What follows belongs to an exercise in optimizing a design on an open flow for small area, a short achievable clock period and few clock cycles; a production flow would make more cautious choices.
RTL that was checked went through simulation tests only; none was proved equivalent to the original.
Function not checked in runs 2 and 3: the RTL went through the layout flow alone.
Power and IR drop assume default switching activity.

==> flow/design.v (outline; a module is shown in full before it is edited, if it fits) <==
// module ssev_engine: 2165 lines
// module ssev_add23: 7 lines
// module ssev_sub: 7 lines
// module ssev_fa: 10 lines
// module ssev_ha: 9 lines
module ssev_engine (
    input  wire         clk,
    input  wire         rst,
    input  wire         cmd_valid,
    output wire         cmd_ready,
    input  wire [31:0]  cmd_word,
    input  wire [15:0]  cmd_width,
    input  wire [15:0]  cmd_height,
    input  wire         px_valid,
    output wire         px_ready,
    input  wire [127:0] px_src,
    input  wire [127:0] px_ref,
    output wire         res_valid,
    input  wire         res_ready,
    output wire [63:0]  res_sse,
    output wire [31:0]  res_sum,
    output wire [31:0]  res_var,
    output wire         res_err,
    output wire [2:0]   res_code
);
  // ...
==> flow/flow/run.sh <==
#!/bin/bash
set -e
export BUFFER_PORTS_ARGS="-buffer_cell sky130_fd_sc_hd__buf_1"
export SETUP_SLACK_MARGIN=21
export CTS_ARGS="-sink_clustering_enable -repair_clock_nets -dont_use_dummy_load -sink_clustering_size 28 -sink_clustering_max_diameter 75"
bash standard.sh > standard.log 2>&1
==> flow/standard.sh <==
#!/bin/bash
# synth_recipe.tcl (not shown) runs the flow's synth.tcl, then flattens the netlist and writes it again
# the make line also repeats each setting of config.mk as NAME=value (left out here)
make -C /OpenROAD-flow-scripts/flow DESIGN_CONFIG=/design/flow/config.mk WORK_HOME=/design/flow/orfs CLKGATE_MAP_FILE= SYNTH_SCRIPT=/design/flow/synth_recipe.tcl "${@:-finish}"
==> flow/config.mk <==
export PLATFORM = sky130hd
export DESIGN_NAME = ssev_engine
export DESIGN_NICKNAME = ssev_engine
export VERILOG_FILES = /design/flow/design.v
export SDC_FILE = /design/flow/constraint.sdc
export NUM_CORES = 4
export LEC_CHECK = 0
export CAP_MARGIN = 20
export CORE_MARGIN = 2
export CORE_UTILIZATION = 55
export SLEW_MARGIN = 20
export SYNTH_HIERARCHICAL = 1
export SYNTH_MINIMUM_KEEP_SIZE = 0
==> flow/constraint.sdc <==
create_clock -name core_clock -period 28.0 [get_ports {clk}]
set_input_delay 5.6000 -clock core_clock [delete_from_list [all_inputs] [get_ports {clk}]]
set_output_delay 5.6000 -clock core_clock [all_outputs]
set_load 0.01 [all_outputs]
==> qor.csv, run 1 <==
metric,value,unit
status,no timing/DRC/antenna violations,
synth_largest_area_cell,sky130_fd_sc_hd__fa_1,
grt_pass1_wl,240000,um
cts_setup_buffers,1,
grt.busiest_layer,met2,
post_cts_resize_count,26,
max_cap_viol_count,0,
global_route.usage.total,34.1,%
reported_combinational_group_power,1.98,mW
post_synth_instance_area,50800,sq um
clock-root-buffer,sky130_fd_sc_hd__clkbuf_16,
maxUsedRoutingLayer,met4,
min_delay_endpoint,r_e[1],
overflow,0,
unrepaired_setup_endpoints_after_global_routing,false,
critical-path-slowest-cell,sky130_fd_sc_hd__dfxtp_2,
dieArea,94800,sq um
crit-reg2reg-launch,a_v,
number_of_hold_repair_buffers_added_at_the_cts_stage,0,
die-width,308,um
place.port_buffers,441,
route.detailed.vias_per_inst,6.05,
post_synthesis_cell_type_count,96,
drtPass1Iterations,6,
clkbuf_count,41,
fraction_of_area_in_multi_input_gates,69.3,%
register_bit_count_reported_by_yosys,501,
fmaxAchievable,145,MHz
largest_class,multi-input combinational cells,
critical_path_launch_point,r_sum[22],
chip_height,308,um
grt_max_degree,61,
clkSlewWorstSetupHoldPaths,0.08,ns
worstHoldStart,acc_e[1],
setup_slack,21.08,ns
clock-skew-final,0.0780,ns
clockBufferDepth,3,
Testbench counts, summed over its fixed seeds: cycles 46,547.
==> run 2: changes to the inputs <==
--- a/flow/design.v
+++ b/flow/design.v
@@ -105,120 +105,109 @@
     wire p_avail  = p_v & ~p_busy & ~sw;
     reg         a_v;
     reg         a_clr;          
     reg         a_first;
     reg         a_last;
     reg  [1:0]  a_code;
     reg         a_var;
     reg  [3:0]  a_e;
-    reg         a_tok;          
-    reg  [3:0]  a_nl;           
-    wire [8:0] a_d0_n;
-    reg  [8:0] a_d0;
-    wire [8:0] a_d0_s;
-    ssev_sub u_sub0 (.s(px_src[7:0]), .r(px_ref[7:0]), .d(a_d0_s));
-    assign a_d0_n = a_d0_s;
-    wire [8:0] a_d1_n;
-    reg  [8:0] a_d1;
-    wire [8:0] a_d1_s;
-    ssev_sub u_sub1 (.s(px_src[15:8]), .r(px_ref[15:8]), .d(a_d1_s));
-    assign a_d1_n = a_d1_s;
-    wire [8:0] a_d2_n;
-    reg  [8:0] a_d2;
-    wire [8:0] a_d2_s;
-    ssev_sub u_sub2 (.s(px_src[23:16]), .r(px_ref[23:16]), .d(a_d2_s));
-    assign a_d2_n = a_d2_s;
-    wire [8:0] a_d3_n;
-    reg  [8:0] a_d3;
-    wire [8:0] a_d3_s;
-    ssev_sub u_sub3 (.s(px_src[31:24]), .r(px_ref[31:24]), .d(a_d3_s));
-    assign a_d3_n = a_d3_s;
-    wire [8:0] a_d4_n;
-    reg  [8:0] a_d4;
-    wire [8:0] a_d4_s;
-    ssev_sub u_sub4 (.s(px_src[39:32]), .r(px_ref[39:32]), .d(a_d4_s));
-    assign a_d4_n = a_d4_s;
-    wire [8:0] a_d5_n;
-    reg  [8:0] a_d5;
-    wire [8:0] a_d5_s;
-    ssev_sub u_sub5 (.s(px_src[47:40]), .r(px_ref[47:40]), .d(a_d5_s));
-    assign a_d5_n = a_d5_s;
-    wire [8:0] a_d6_n;
-    reg  [8:0] a_d6;
-    wire [8:0] a_d6_s;
-    ssev_sub u_sub6 (.s(px_src[55:48]), .r(px_ref[55:48]), .d(a_d6_s));
-    assign a_d6_n = a_d6_s;
-    wire [8:0] a_d7_n;
-    reg  [8:0] a_d7;
-    wire [8:0] a_d7_s;
-    ssev_sub u_sub7 (.s(px_src[63:56]), .r(px_ref[63:56]), .d(a_d7_s));
-    assign a_d7_n = a_d7_s;
-    wire [8:0] a_d8_n;
-    reg  [8:0] a_d8;
-    wire [8:0] a_d8_s;
-    ssev_sub u_sub8 (.s(px_src[71:64]), .r(px_ref[71:64]), .d(a_d8_s));
-    assign a_d8_n = a_d8_s;
-    wire [8:0] a_d9_n;
-    reg  [8:0] a_d9;
-    wire [8:0] a_d9_s;
-    ssev_sub u_sub9 (.s(px_src[79:72]), .r(px_ref[79:72]), .d(a_d9_s));
-    assign a_d9_n = a_d9_s;
-    wire [8:0] a_d10_n;
-    reg  [8:0] a_d10;
-    wire [8:0] a_d10_s;
-    ssev_sub u_sub10 (.s(px_src[87:80]), .r(px_ref[87:80]), .d(a_d10_s));
-    assign a_d10_n = a_d10_s;
-    wire [8:0] a_d11_n;
-    reg  [8:0] a_d11;
-    wire [8:0] a_d11_s;
-    ssev_sub u_sub11 (.s(px_src[95:88]), .r(px_ref[95:88]), .d(a_d11_s));
-    assign a_d11_n = a_d11_s;
-    wire [8:0] a_d12_n;
-    reg  [8:0] a_d12;
-    wire [8:0] a_d12_s;
-    ssev_sub u_sub12 (.s(px_src[103:96]), .r(px_ref[103:96]), .d(a_d12_s));
-    assign a_d12_n = a_d12_s;
-    wire [8:0] a_d13_n;
-    reg  [8:0] a_d13;
-    wire [8:0] a_d13_s;
-    ssev_sub u_sub13 (.s(px_src[111:104]), .r(px_ref[111:104]), .d(a_d13_s));
-    assign a_d13_n = a_d13_s;
-    wire [8:0] a_d14_n;
-    reg  [8:0] a_d14;
-    wire [8:0] a_d14_s;
-    ssev_sub u_sub14 (.s(px_src[119:112]), .r(px_ref[119:112]), .d(a_d14_s));
-    assign a_d14_n = a_d14_s;
-    wire [8:0] a_d15_n;
-    reg  [8:0] a_d15;
-    wire [8:0] a_d15_s;
-    ssev_sub u_sub15 (.s(px_src[127:120]), .r(px_ref[127:120]), .d(a_d15_s));
-    assign a_d15_n = a_d15_s;
+    reg  [15:0] a_on;           
+    wire [15:0] lane_ok;
+    genvar g;
+    generate
+        for (g = 0; g < 16; g = g + 1) begin : lanes
+            assign lane_ok[g] = ~act_last | (act_lo == 4'd0) | (act_lo > g);
+        end
+    endgenerate
+    wire [4:0] a_lo0_n, a_hi0_n;
+    reg  [4:0] a_lo0, a_hi0;
+    ssev_sub2 u_sub0 (.s(px_src[7:0]), .r(px_ref[7:0]), .lo(a_lo0_n), .hi(a_hi0_n));
+    wire [4:0] a_lo1_n, a_hi1_n;
+    reg  [4:0] a_lo1, a_hi1;
+    ssev_sub2 u_sub1 (.s(px_src[15:8]), .r(px_ref[15:8]), .lo(a_lo1_n), .hi(a_hi1_n));
+    wire [4:0] a_lo2_n, a_hi2_n;
+    reg  [4:0] a_lo2, a_hi2;
+    ssev_sub2 u_sub2 (.s(px_src[23:16]), .r(px_ref[23:16]), .lo(a_lo2_n), .hi(a_hi2_n));
+    wire [4:0] a_lo3_n, a_hi3_n;
+    reg  [4:0] a_lo3, a_hi3;
+    ssev_sub2 u_sub3 (.s(px_src[31:24]), .r(px_ref[31:24]), .lo(a_lo3_n), .hi(a_hi3_n));
+    wire [4:0] a_lo4_n, a_hi4_n;
+    reg  [4:0] a_lo4, a_hi4;
+    ssev_sub2 u_sub4 (.s(px_src[39:32]), .r(px_ref[39:32]), .lo(a_lo4_n), .hi(a_hi4_n));
+    wire [4:0] a_lo5_n, a_hi5_n;
+    reg  [4:0] a_lo5, a_hi5;
+    ssev_sub2 u_sub5 (.s(px_src[47:40]), .r(px_ref[47:40]), .lo(a_lo5_n), .hi(a_hi5_n));
+    wire [4:0] a_lo6_n, a_hi6_n;
+    reg  [4:0] a_lo6, a_hi6;
+    ssev_sub2 u_sub6 (.s(px_src[55:48]), .r(px_ref[55:48]), .lo(a_lo6_n), .hi(a_hi6_n));
+    wire [4:0] a_lo7_n, a_hi7_n;
+    reg  [4:0] a_lo7, a_hi7;
+    ssev_sub2 u_sub7 (.s(px_src[63:56]), .r(px_ref[63:56]), .lo(a_lo7_n), .hi(a_hi7_n));
+    wire [4:0] a_lo8_n, a_hi8_n;
+    reg  [4:0] a_lo8, a_hi8;
+    ssev_sub2 u_sub8 (.s(px_src[71:64]), .r(px_ref[71:64]), .lo(a_lo8_n), .hi(a_hi8_n));
+    wire [4:0] a_lo9_n, a_hi9_n;
+    reg  [4:0] a_lo9, a_hi9;
+    ssev_sub2 u_sub9 (.s(px_src[79:72]), .r(px_ref[79:72]), .lo(a_lo9_n), .hi(a_hi9_n));
+    wire [4:0] a_lo10_n, a_hi10_n;
+    reg  [4:0] a_lo10, a_hi10;
+    ssev_sub2 u_sub10 (.s(px_src[87:80]), .r(px_ref[87:80]), .lo(a_lo10_n), .hi(a_hi10_n));
+    wire [4:0] a_lo11_n, a_hi11_n;
+    reg  [4:0] a_lo11, a_hi11;
+    ssev_sub2 u_sub11 (.s(px_src[95:88]), .r(px_ref[95:88]), .lo(a_lo11_n), .hi(a_hi11_n));
+    wire [4:0] a_lo12_n, a_hi12_n;
+    reg  [4:0] a_lo12, a_hi12;
+    ssev_sub2 u_sub12 (.s(px_src[103:96]), .r(px_ref[103:96]), .lo(a_lo12_n), .hi(a_hi12_n));
+    wire [4:0] a_lo13_n, a_hi13_n;
+    reg  [4:0] a_lo13, a_hi13;
+    ssev_sub2 u_sub13 (.s(px_src[111:104]), .r(px_ref[111:104]), .lo(a_lo13_n), .hi(a_hi13_n));
+    wire [4:0] a_lo14_n, a_hi14_n;
+    reg  [4:0] a_lo14, a_hi14;
+    ssev_sub2 u_sub14 (.s(px_src[119:112]), .r(px_ref[119:112]), .lo(a_lo14_n), .hi(a_hi14_n));
+    wire [4:0] a_lo15_n, a_hi15_n;
+    reg  [4:0] a_lo15, a_hi15;
+    ssev_sub2 u_sub15 (.s(px_src[127:120]), .r(px_ref[127:120]), .lo(a_lo15_n), .hi(a_hi15_n));
     always @(posedge clk) begin
-        a_d0 <= a_d0_n;
-        a_d1 <= a_d1_n;
-        a_d2 <= a_d2_n;
-        a_d3 <= a_d3_n;
-        a_d4 <= a_d4_n;
-        a_d5 <= a_d5_n;
-        a_d6 <= a_d6_n;
-        a_d7 <= a_d7_n;
-        a_d8 <= a_d8_n;
-        a_d9 <= a_d9_n;
-        a_d10 <= a_d10_n;
-        a_d11 <= a_d11_n;
-        a_d12 <= a_d12_n;
-        a_d13 <= a_d13_n;
-        a_d14 <= a_d14_n;
-        a_d15 <= a_d15_n;
+        a_lo0 <= a_lo0_n;
+        a_hi0 <= a_hi0_n;
+        a_lo1 <= a_lo1_n;
+        a_hi1 <= a_hi1_n;
+        a_lo2 <= a_lo2_n;
+        a_hi2 <= a_hi2_n;
+        a_lo3 <= a_lo3_n;
+        a_hi3 <= a_hi3_n;
+        a_lo4 <= a_lo4_n;
+        a_hi4 <= a_hi4_n;
+        a_lo5 <= a_lo5_n;
+        a_hi5 <= a_hi5_n;
+        a_lo6 <= a_lo6_n;
+        a_hi6 <= a_hi6_n;
+        a_lo7 <= a_lo7_n;
+        a_hi7 <= a_hi7_n;
+        a_lo8 <= a_lo8_n;
+        a_hi8 <= a_hi8_n;
+        a_lo9 <= a_lo9_n;
+        a_hi9 <= a_hi9_n;
+        a_lo10 <= a_lo10_n;
+        a_hi10 <= a_hi10_n;
+        a_lo11 <= a_lo11_n;
+        a_hi11 <= a_hi11_n;
+        a_lo12 <= a_lo12_n;
+        a_hi12 <= a_hi12_n;
+        a_lo13 <= a_lo13_n;
+        a_hi13 <= a_hi13_n;
+        a_lo14 <= a_lo14_n;
+        a_hi14 <= a_hi14_n;
+        a_lo15 <= a_lo15_n;
+        a_hi15 <= a_hi15_n;
     end
     always @(posedge clk) begin
         a_first <= act_first;
-        a_tok   <= (act_code != 2'd0);
-        a_nl    <= act_last ? act_lo : 4'd0;
+        a_on    <= {16{px_fire}} & lane_ok;
         a_last  <= act_last;
         a_code  <= act_code;
         a_var   <= act_var;
         a_e     <= act_e;
     end
     reg  [19:0] acc0;           
     reg  [19:0] acc1;
     reg  [2:0]  acc_k0;         
@@ -227,39 +216,48 @@
     reg  [22:0] acc_sum;
     reg         acc_done;
     reg  [1:0]  acc_code;
     reg         acc_var;
     reg  [3:0]  acc_e;
     wire [19:0] acc0_in    = a_clr ? 20'd0 : acc0;
     wire [19:0] acc1_in    = a_clr ? 20'd0 : acc1;
     wire [22:0] acc_sum_in = a_clr ? 23'd0 : acc_sum;
-    wire [15:0] lane_on;
-    genvar g;
-    generate
-        for (g = 0; g < 16; g = g + 1) begin : lanes
-            assign lane_on[g] = a_v & ~a_tok & ((a_nl == 4'd0) | (a_nl > g));
-        end
-    endgenerate
-    wire [8:0] dm0 = a_d0 & {9{lane_on[0]}};
-    wire [8:0] dm1 = a_d1 & {9{lane_on[1]}};
-    wire [8:0] dm2 = a_d2 & {9{lane_on[2]}};
-    wire [8:0] dm3 = a_d3 & {9{lane_on[3]}};
-    wire [8:0] dm4 = a_d4 & {9{lane_on[4]}};
-    wire [8:0] dm5 = a_d5 & {9{lane_on[5]}};
-    wire [8:0] dm6 = a_d6 & {9{lane_on[6]}};
-    wire [8:0] dm7 = a_d7 & {9{lane_on[7]}};
-    wire [8:0] dm8 = a_d8 & {9{lane_on[8]}};
-    wire [8:0] dm9 = a_d9 & {9{lane_on[9]}};
-    wire [8:0] dm10 = a_d10 & {9{lane_on[10]}};
-    wire [8:0] dm11 = a_d11 & {9{lane_on[11]}};
-    wire [8:0] dm12 = a_d12 & {9{lane_on[12]}};
-    wire [8:0] dm13 = a_d13 & {9{lane_on[13]}};
-    wire [8:0] dm14 = a_d14 & {9{lane_on[14]}};
-    wire [8:0] dm15 = a_d15 & {9{lane_on[15]}};
+    wire [4:0] a_h0 = a_hi0 - {4'd0, a_lo0[4]};
+    wire [8:0] dm0 = {a_h0, a_lo0[3:0]} & {9{a_on[0]}};
+    wire [4:0] a_h1 = a_hi1 - {4'd0, a_lo1[4]};
+    wire [8:0] dm1 = {a_h1, a_lo1[3:0]} & {9{a_on[1]}};
+    wire [4:0] a_h2 = a_hi2 - {4'd0, a_lo2[4]};
+    wire [8:0] dm2 = {a_h2, a_lo2[3:0]} & {9{a_on[2]}};
+    wire [4:0] a_h3 = a_hi3 - {4'd0, a_lo3[4]};
+    wire [8:0] dm3 = {a_h3, a_lo3[3:0]} & {9{a_on[3]}};
+    wire [4:0] a_h4 = a_hi4 - {4'd0, a_lo4[4]};
+    wire [8:0] dm4 = {a_h4, a_lo4[3:0]} & {9{a_on[4]}};
+    wire [4:0] a_h5 = a_hi5 - {4'd0, a_lo5[4]};
+    wire [8:0] dm5 = {a_h5, a_lo5[3:0]} & {9{a_on[5]}};
+    wire [4:0] a_h6 = a_hi6 - {4'd0, a_lo6[4]};
+    wire [8:0] dm6 = {a_h6, a_lo6[3:0]} & {9{a_on[6]}};
+    wire [4:0] a_h7 = a_hi7 - {4'd0, a_lo7[4]};
+    wire [8:0] dm7 = {a_h7, a_lo7[3:0]} & {9{a_on[7]}};
+    wire [4:0] a_h8 = a_hi8 - {4'd0, a_lo8[4]};
+    wire [8:0] dm8 = {a_h8, a_lo8[3:0]} & {9{a_on[8]}};
+    wire [4:0] a_h9 = a_hi9 - {4'd0, a_lo9[4]};
+    wire [8:0] dm9 = {a_h9, a_lo9[3:0]} & {9{a_on[9]}};
+    wire [4:0] a_h10 = a_hi10 - {4'd0, a_lo10[4]};
+    wire [8:0] dm10 = {a_h10, a_lo10[3:0]} & {9{a_on[10]}};
+    wire [4:0] a_h11 = a_hi11 - {4'd0, a_lo11[4]};
+    wire [8:0] dm11 = {a_h11, a_lo11[3:0]} & {9{a_on[11]}};
+    wire [4:0] a_h12 = a_hi12 - {4'd0, a_lo12[4]};
+    wire [8:0] dm12 = {a_h12, a_lo12[3:0]} & {9{a_on[12]}};
+    wire [4:0] a_h13 = a_hi13 - {4'd0, a_lo13[4]};
+    wire [8:0] dm13 = {a_h13, a_lo13[3:0]} & {9{a_on[13]}};
+    wire [4:0] a_h14 = a_hi14 - {4'd0, a_lo14[4]};
+    wire [8:0] dm14 = {a_h14, a_lo14[3:0]} & {9{a_on[14]}};
+    wire [4:0] a_h15 = a_hi15 - {4'd0, a_lo15[4]};
+    wire [8:0] dm15 = {a_h15, a_lo15[3:0]} & {9{a_on[15]}};
     wire qs_1, qs_2;
     ssev_fa uqs_1 (.a((dm0[0] & dm0[5])), .b((dm0[1] & dm0[4])), .c((dm0[2] & dm0[3])), .s(qs_1), .co(qs_2));
     wire qs_3, qs_4;
     ssev_ha uqs_3 (.a(dm0[3]), .b((dm1[0] & dm1[5])), .s(qs_3), .co(qs_4));
     wire qs_5, qs_6;
     ssev_fa uqs_5 (.a((dm0[0] & dm0[7])), .b((dm0[1] & dm0[6])), .c((dm0[2] & dm0[5])), .s(qs_5), .co(qs_6));
     wire qs_7, qs_8;
     ssev_fa uqs_7 (.a((dm0[3] & dm0[4])), .b(dm0[4]), .c((dm1[0] & dm1[7])), .s(qs_7), .co(qs_8));
@@ -2165,22 +2163,24 @@
 endmodule
 module ssev_add23 (
     input  wire [22:0] a,
     input  wire [22:0] b,
     output wire [22:0] y
 );
     assign y = a + b;
 endmodule
-module ssev_sub (
+module ssev_sub2 (
     input  wire [7:0] s,
     input  wire [7:0] r,
-    output wire [8:0] d
+    output wire [4:0] lo,
+    output wire [4:0] hi
 );
-    assign d = {1'b0, s} - {1'b0, r};
+    assign lo = {1'b0, s[3:0]} - {1'b0, r[3:0]};
+    assign hi = {1'b0, s[7:4]} - {1'b0, r[7:4]};
 endmodule
 module ssev_fa (
     input  wire a,
     input  wire b,
     input  wire c,
     output wire s,
     output wire co
 );
==> run 2 against run 1 <==
  * Fmax is 0.59% lower
  * Hold slack better by 0.0073 ns
  * Highest routed layer unchanged
  * Largest power group unchanged
  * Still clean on timing, DRC and antenna
  * Sequential power fell by 5%
==> qor.csv, run 2 <==
metric,value,unit,change
initial_utilization,55.5,%,
clockBufferDepth,3,,unchanged
clkSlewWorstSetupHoldPaths,0.09,ns,about the same
design.core.area,91800,sq um,
register_bit_count_reported_by_yosys,528,,+5.4%
die-width,308,um,+0.21%
stdcell_count,6499,,
ir_drop,0.0645,mV,
layout_worst_path_cycle_share,24.8,%,
layout.cells.most_common_list,"sky130_fd_sc_hd__fa_1 (871), sky130_fd_sc_hd__nand2_1 (480), sky130_fd_sc_hd__buf_1 (441), sky130_fd_sc_hd__dfxtp_1 (411), sky130_fd_sc_hd__inv_1 (359)",,
timing.critical_path.buf_inv,1,,
post-route-util,59.9,%,
flip_flop_count_of_the_largest_register_all_copies_and_words_added,32,,
tightest_slew,1.20,ns,
critPathLaunchType,flip-flop,,
dpl-instance-area,53900,sq um,
routed-via-count,37411,,
cts_num_sinks,528,,
yosys.area_share.simple,16.6,%,
total_leakage_power,25.8,nW,
cts_buffers,42,,
floorplan.rows,111,,
crit_fanout,2,,
p_total,3.84,mW,
unrepaired_setup_endpoints_after_global_routing,false,,
clock_tree.htree_level_count,2,,
grt_max_degree,59,,-3.3%
ios,460,,
overflow,0,,unchanged
place.port_buffers,441,,unchanged
design_area,55000,sq um,
crit_family,flip-flops,,
antenna_found_initial,0,,
synthesis.yosys.warnings,7,,
post_synth_xor_area_fraction,4.93,%,
crit_arrival,1.36,ns,
longest_individual_stage_delay_on_the_worst_path,0.53,ns,
post_synth_instance_area,51000,sq um,+0.43%
synth_largest_area_cell,sky130_fd_sc_hd__fa_1,,
fillers,8024,,
setup_tns,0,ns,
final_layout_size_suffix_gt1_share,3.69,%,
yosysTopAreaCellShare,34.2,%,
fmaxAchievable,144,MHz,-0.59%
relative_slew_slack,19.8,%,
synth_compound_area_share,8.19,%,
route.detailed.vias_per_inst,5.76,,-4.9%
dpl.cell_count,6456,,
number_of_hold_repair_buffers_added_at_the_cts_stage,0,,unchanged
post_synthesis_cell_type_count,106,,+10%
drt-total-wl,160000,um,
place_congestion,1.00,,
post_synthesis_share_of_cell_area_spent_on_full_adders_half_adders_and_majority_gates,42.1,%,
regMostFlops,p_n,,
tritoncts,done,,
finalCriticalPeriod,6.96,ns,
synth_cells,4871,,
synthesis.area_per_instance,10.5,sq um,
largest_registers,"p_n (32), acc_hi (28), c_hi (28)",,
netlist_top_cells_count,"sky130_fd_sc_hd__fa_1 (871), sky130_fd_sc_hd__nand2_1 (481), sky130_fd_sc_hd__dfxtp_1 (414), sky130_fd_sc_hd__inv_1 (359), sky130_fd_sc_hd__ha_1 (323)",,
end_kind,output port,,
global_route.usage.total,33.8,%,-0.27 points
initialDrtViolationCount,3461,,
synth_flop_cell,sky130_fd_sc_hd__dfxtp_1,,
drc_errors,0,,
dieArea,95200,sq um,+0.42%
status,no timing/DRC/antenna violations,,
final_max_slew_viol_count,0,,
muxShareOfSynthArea,1.03,%,
design.final.nets,6777,,
grt_pass1_wl,235000,um,-2.0%
max_cap_viol_count,0,,unchanged
clock-skew-final,0.0713,ns,-0.00667 ns
commonest_non_fill_non_tap_cell_in_the_layout,sky130_fd_sc_hd__fa_1,,
clock-root-buffer,sky130_fd_sc_hd__clkbuf_16,,
p_per_area,69.8,nW/um^2,
hold_viol,0,,
antennaDiodeCount,0,,
yosysMostFrequentCell,sky130_fd_sc_hd__fa_1,,
syn_to_final_growth,7.88,%,
cell_by_cell_trace_of_the_critical_path,buf_1,,
ys_seq_area_share,23.0,%,
total_area_of_multi_input_combinational_cells,37300,sq um,
final-setup-viol-count,0,,
synth_edf_count,114,,
crit_required,22.40,ns,
post_drt_wl_per_cell,24.7,um,
asyncSetResetFlopFracSynth,0,%,
place_hpwl,137000,um,
largest_cells_by_area_after_synthesis,"sky130_fd_sc_hd__fa_1 (34%), sky130_fd_sc_hd__dfxtp_1 (16%), sky130_fd_sc_hd__ha_1 (7.9%), sky130_fd_sc_hd__edfxtp_1 (6.7%), sky130_fd_sc_hd__and2_1 (3.6%)",,
layout.area.seq,11700,sq um,
critical-path-slowest-cell,sky130_fd_sc_hd__edfxtp_1,,
clkLatencyLatePin,0.64,ns,
timing.setup.critical_path_class,reg2out,,
chip_height,308,um,+0.21%
min_path_type,reg2reg,,
drtPass1Iterations,8,,+2
antenna_left,0,,
vias_in_the_first_global_route,37167,,
dominant_combinational_cell_family_by_area_after_synthesis,adder cells,,
-- run 2: power by group --
part           internal [mW]  switching [mW]  total, mW
registers              0.994           0.166       1.16
logic                  0.910            1.23       2.14
clock network          0.264           0.277      0.541
-- run 2: per-layer routing --
layer | part of all wire (%) | global-route usage, % | up-vias | wire length, um
met5 | 0 | 0 | - | 0
met4 | 3.9 | 12.1 | 0 | 6290
met3 | 11 | 9.76 | 260 | 17600
met2 | 44 | 51.4 | 1655 | 70600
met1 | 41 | 46.3 | 18659 | 65800
li1 | - | - | 16837 | -
-- run 2: logic make-up after synthesis --
logic type,Yosys count
AO/OA/AOI/OAI,645
XOR/XNOR,286
adder cells (fa/ha/maj),1194
buffers and inverters,531
flip-flops,528
multiplexers,49
other,1
AND/OR/NAND/NOR,1637
-- run 2: cell type report --
type | count | area share [%]
Clock buffer | 42 | 1.91
Tap cell | 1243 | 2.83
Sequential cell | 528 | 21.3
Timing Repair Buffer | 497 | 3.77
Multi-Input combinational cell | 3829 | 67.7
Inverter | 360 | 2.46
-- run 2: Yosys stat by module, one instance, submodules excluded --
module       cells inside  flops+latches
ssev_add23            171              0
ssev_engine          3259            528
ssev_fa                 1              0
ssev_ha                 1              0
ssev_sub2              36              0
-- run 2: final timing paths --
check,cells past startpoint,slack (ns),end,startpoint
worst max register to register,19,21.21,acc_sum[16],a_lo8[4]
worst max-delay path,1,21.04,res_sse[11],flip-flop
worst min register to register,0,0.43,acc_e[2],c_e[2]
worst min-delay path,0,0.43,acc_e[2],c_e[2]
-- run 2: stage by stage --
stage | hold slack (ns) | setup WS, ns
global route | 0.442 | 21.02
global placement | 0.405 | 20.95
detailed placement | 0.409 | 20.97
finish | 0.433 | 21.04
CTS | 0.437 | 21.00
floorplan | 0.400 | 21.19
-- run 2: what timing repair did --
item	CTS	global route
pin swaps	0	0
gates cloned	0	0
setup buffers	0	0
resized for setup	1	6
setup endpoints to repair	10	20
==> run 3: changes to the inputs <==
==> flow/flow/run.sh (replaced) <==
#!/bin/bash
set -e
export BUFFER_PORTS_ARGS="-buffer_cell sky130_fd_sc_hd__buf_1"
export SETUP_SLACK_MARGIN=21.25
export CTS_ARGS="-sink_clustering_enable -repair_clock_nets -dont_use_dummy_load -sink_clustering_size 28 -sink_clustering_max_diameter 75"
bash standard.sh > standard.log 2>&1
==> run 3 against run 2 <==
  * Area after synthesis did not move
  * Clock skew rose by 0.00056 ns
  * Non-clock buffer count rose by 49
  * Synthesized cell count did not move
  * Clock power barely moved
  * Global-route usage rose by 0.22 points
  * Sequential share of layout area fell by 0.066 points
  * Largest cell class unchanged
==> qor.csv, run 3 <==
metric,value,unit,change
status,no timing/DRC/antenna violations,,
longest_individual_stage_delay_on_the_worst_path,0.53,ns,about the same
synth_flop_cell,sky130_fd_sc_hd__dfxtp_1,,
synth_largest_area_cell,sky130_fd_sc_hd__fa_1,,
reg2reg_setup_slack,21.37,ns,+0.16 ns
crit_family,flip-flops,,
antenna_left,0,,unchanged
crit-reg2reg-launch,a_on[12],,
r2r_end,acc1[11],,
timing.setup.critical_path_class,reg2out,,
dpl-instance-area,53900,sq um,unchanged
die-width,308,um,unchanged
chip_height,308,um,unchanged
min_delay_endpoint,acc_e[2],,
largest_cells_by_area_after_synthesis,"sky130_fd_sc_hd__fa_1 (34%), sky130_fd_sc_hd__dfxtp_1 (16%), sky130_fd_sc_hd__ha_1 (7.9%), sky130_fd_sc_hd__edfxtp_1 (6.7%), sky130_fd_sc_hd__and2_1 (3.6%)",,
critical-path-slowest-cell,sky130_fd_sc_hd__edfxtp_1,,
register_bit_count_reported_by_yosys,528,,unchanged
grt_pass1_wl,237000,um,+0.71%
crit_required,22.40,ns,about the same
fin_worst_hold_slack,0.435,ns,+0.00156 ns
critical_path_cell_count,1,,unchanged
largest_registers,"p_n (32), acc_hi (28), c_hi (28)",,
max_cap_viol_count,0,,unchanged
finalCriticalPeriod,6.96,ns,+0.000500 ns
post_synthesis_cell_type_count,106,,unchanged
place.port_buffers,441,,unchanged
drt-total-wl,161000,um,+0.67%
ys_seq_area_share,23.0,%,unchanged
ir_drop,0.0644,mV,-0.12%
crit_fanout,2,,unchanged
clkSlewWorstSetupHoldPaths,0.09,ns,about the same
synthesis.area_per_instance,10.5,sq um,unchanged
post_drt_wl_per_cell,24.6,um,about the same
r2r.worst_path.cells,11,,-8
clkLatencyLatePin,0.64,ns,about the same
clockBufferDepth,3,,unchanged
stdcell_count,6548,,+0.75%
initial_utilization,55.5,%,unchanged
flip_flop_count_of_the_largest_register_all_copies_and_words_added,32,,unchanged
design.core.area,91800,sq um,unchanged
synth_cells,4871,,unchanged
place_hpwl,137000,um,unchanged
crit_arrival,1.36,ns,about the same
floorplan.rows,111,,unchanged
routed-via-count,37662,,+0.67%
regMostFlops,p_n,,
hold_viol,0,,unchanged
global_route.usage.met2,51.7,%,+0.37 points
relative_slew_slack,20.8,%,+1.0 points
critPathLaunchType,flip-flop,,
clock-skew-final,0.0719,ns,+0.000559 ns
layout.cells.most_common_list,"sky130_fd_sc_hd__fa_1 (871), sky130_fd_sc_hd__nand2_1 (480), sky130_fd_sc_hd__inv_1 (356), sky130_fd_sc_hd__dfxtp_1 (353), sky130_fd_sc_hd__buf_1 (345)",,
tritoncts,done,,
whs_path_depth,0,,unchanged
final_max_slew_viol_count,0,,unchanged
initialDrtViolationCount,3480,,+0.55%
layout_worst_path_cycle_share,24.9,%,about the same
fmaxAchievable,144,MHz,about the same
setup_tns,0,ns,unchanged
timing.critical_path.buf_inv,1,,unchanged
synth_edf_count,114,,unchanged
final-setup-viol-count,0,,unchanged
global_routing_met3_resource_utilization,9.59,%,-0.18 points
post-route-util,60.9,%,+1.0 points
place_congestion,1.00,,unchanged
p_per_area,69.2,nW/um^2,-0.88%
clock_tree.htree_level_count,2,,unchanged
post_synth_instance_area,51000,sq um,unchanged
ios,460,,unchanged
overflow,0,,unchanged
vias_in_the_first_global_route,37603,,+1.2%
grt.busiest_layer,met2,,
design_area,55900,sq um,+1.7%
grtUsageMet1,46.5,%,+0.19 points
antennaDiodeCount,0,,unchanged
design.final.nets,6826,,+0.72%
yosysMostFrequentCell,sky130_fd_sc_hd__fa_1,,
final_layout_size_suffix_gt1_share,8.01,%,+4.3 points
dpl.cell_count,6456,,unchanged
grt_max_degree,59,,unchanged
commonest_non_fill_non_tap_cell_in_the_layout,sky130_fd_sc_hd__fa_1,,
route.detailed.vias_per_inst,5.75,,about the same
cts_buffers,42,,unchanged
antenna_found_initial,0,,unchanged
min_path_type,reg2reg,,
global_route.usage.total,34.0,%,+0.22 points
netlist_top_cells_count,"sky130_fd_sc_hd__fa_1 (871), sky130_fd_sc_hd__nand2_1 (481), sky130_fd_sc_hd__dfxtp_1 (414), sky130_fd_sc_hd__inv_1 (359), sky130_fd_sc_hd__ha_1 (323)",,
worstHoldStart,c_e[2],,
tightest_slew,1.19,ns,-0.0151 ns
synthesis.yosys.warnings,7,,unchanged
drc_errors,0,,unchanged
drtPass1Iterations,6,,-2
unrepaired_setup_endpoints_after_global_routing,true,,
clock-root-buffer,sky130_fd_sc_hd__clkbuf_16,,
cts_num_sinks,528,,unchanged
syn_to_final_growth,9.71,%,
end_kind,output port,,
dieArea,95200,sq um,unchanged
total_leakage_power,26.5,nW,+2.6%
yosysTopAreaCellShare,34.2,%,unchanged
asyncSetResetFlopFracSynth,0,%,unchanged
cell_by_cell_trace_of_the_critical_path,buf_1,,
number_of_hold_repair_buffers_added_at_the_cts_stage,0,,unchanged
## run 3: cell counts after synthesis
No cell type changed its count.
## run 3: worst max-delay path by stage
stage                  end  slack, ns
2_1_floorplan        p_bad      21.19
3_3_place_gp      a_lo3[4]      20.95
3_5_place_dp      a_lo3[4]      20.97
4_1_cts        res_sse[11]      21.01
5_1_grt        res_sse[11]      21.03
6_report       res_sse[12]      21.04
## run 3: kinds of logic (layout without fill, tap and decap cells)
logic type                 count (synthesis)  count (layout)  synth area share, %
AOI/OAI and AO/OA                        645             645                 8.19
xor gates and xnor gates                 286             286                 4.93
other                                      1              18              0.00735
buffers and inverters                    531             948                 4.18
and+or+nand+nor                         1637            1637                 16.6
muxes                                     49              49                 1.03
adders and majority gates               1194            1194                 42.1
DFF                                      528             528                 23.0
## run 3: cell type report
class | instances | area, sq um
Multi-Input combinational cell | 3829 | 37400
Fill cell | 7935 | 35900
Sequential cell | 528 | 11900
Timing Repair Buffer | 546 | 2690
Tap cell | 1243 | 1560
Inverter | 360 | 1350
Clock buffer | 42 | 1050
## run 3: Yosys stat by module (local to each module, per instance)
module / cells inside / times used
ssev_add23: 171 / 1
ssev_engine: 3259 / 1
ssev_fa: 1 / 832
ssev_ha: 1 / 33
ssev_sub2: 36 / 16
## run 3: per-layer routing
metal / part of all wire (%) / vias to the layer above
met5: 0 / -
met4: 4.2 / 0
met3: 11 / 280
met2: 44 / 1719
met1: 41 / 18745
li1: - / 16918
## run 3: timing repair
item	4_1_cts	5_1_grt
pin swaps	0	0
endpoints found under the hold margin	0	0
setup endpoints to repair	138	95
resized for setup	191	64
buffers inserted	40	10
## run 3: where the power goes
part | internal, mW | switching [mW] | leakage [nW]
Combinational | 0.930 | 1.24 | 21.5
Clock | 0.264 | 0.277 | 0.518
Sequential | 0.998 | 0.164 | 4.55
Total | 2.19 | 1.68 | 26.5
## run 3: through the flow
step | total power, mW | setup slack, ns
2_1_floorplan | 2.67 | 21.19
3_3_place_gp | 3.25 | 20.95
3_5_place_dp | 3.30 | 20.97
4_1_cts | 3.88 | 21.01
5_1_grt | 4.19 | 21.03
6_report | 3.87 | 21.04

-- re-timing with driven ports --
No port has a modelled driver above. Below, the same layouts with a new extraction and two added sets of constraints.
Step 1 assumes that a clkbuf_16 drives the clock port and a buf_2 every other input.
Step 2 adds t to the input delays and takes it off the output delays; t is the mean of the earliest and latest rising clock arrival at the registers after step 1. Input paths then give back, and output paths get back, about the clock's delay inside the block.
Three values: ideal ports, drivers, drivers and shift; two values: the first two.
run	shift t [ns]	setup WS [ns]	hold WS [ns]	worst register clock-pin slew, ns	pins driven straight from the clock port
run 1	0.659	21.083 / 21.008 / 20.846	0.426 / 0.426 / 0.426	0.11 / 0.11	1
run 2	0.683	21.042 / 20.968 / 20.946	0.433 / 0.433 / 0.433	0.10 / 0.10	1
run 3	0.681	21.042 / 20.967 / 20.946	0.435 / 0.435 / 0.435	0.10 / 0.10	1
After both steps setup and hold are still met in every run listed. The setup slack of run 1, which loses most, moves by -0.075 ns with the drivers and by -0.237 ns with both steps.
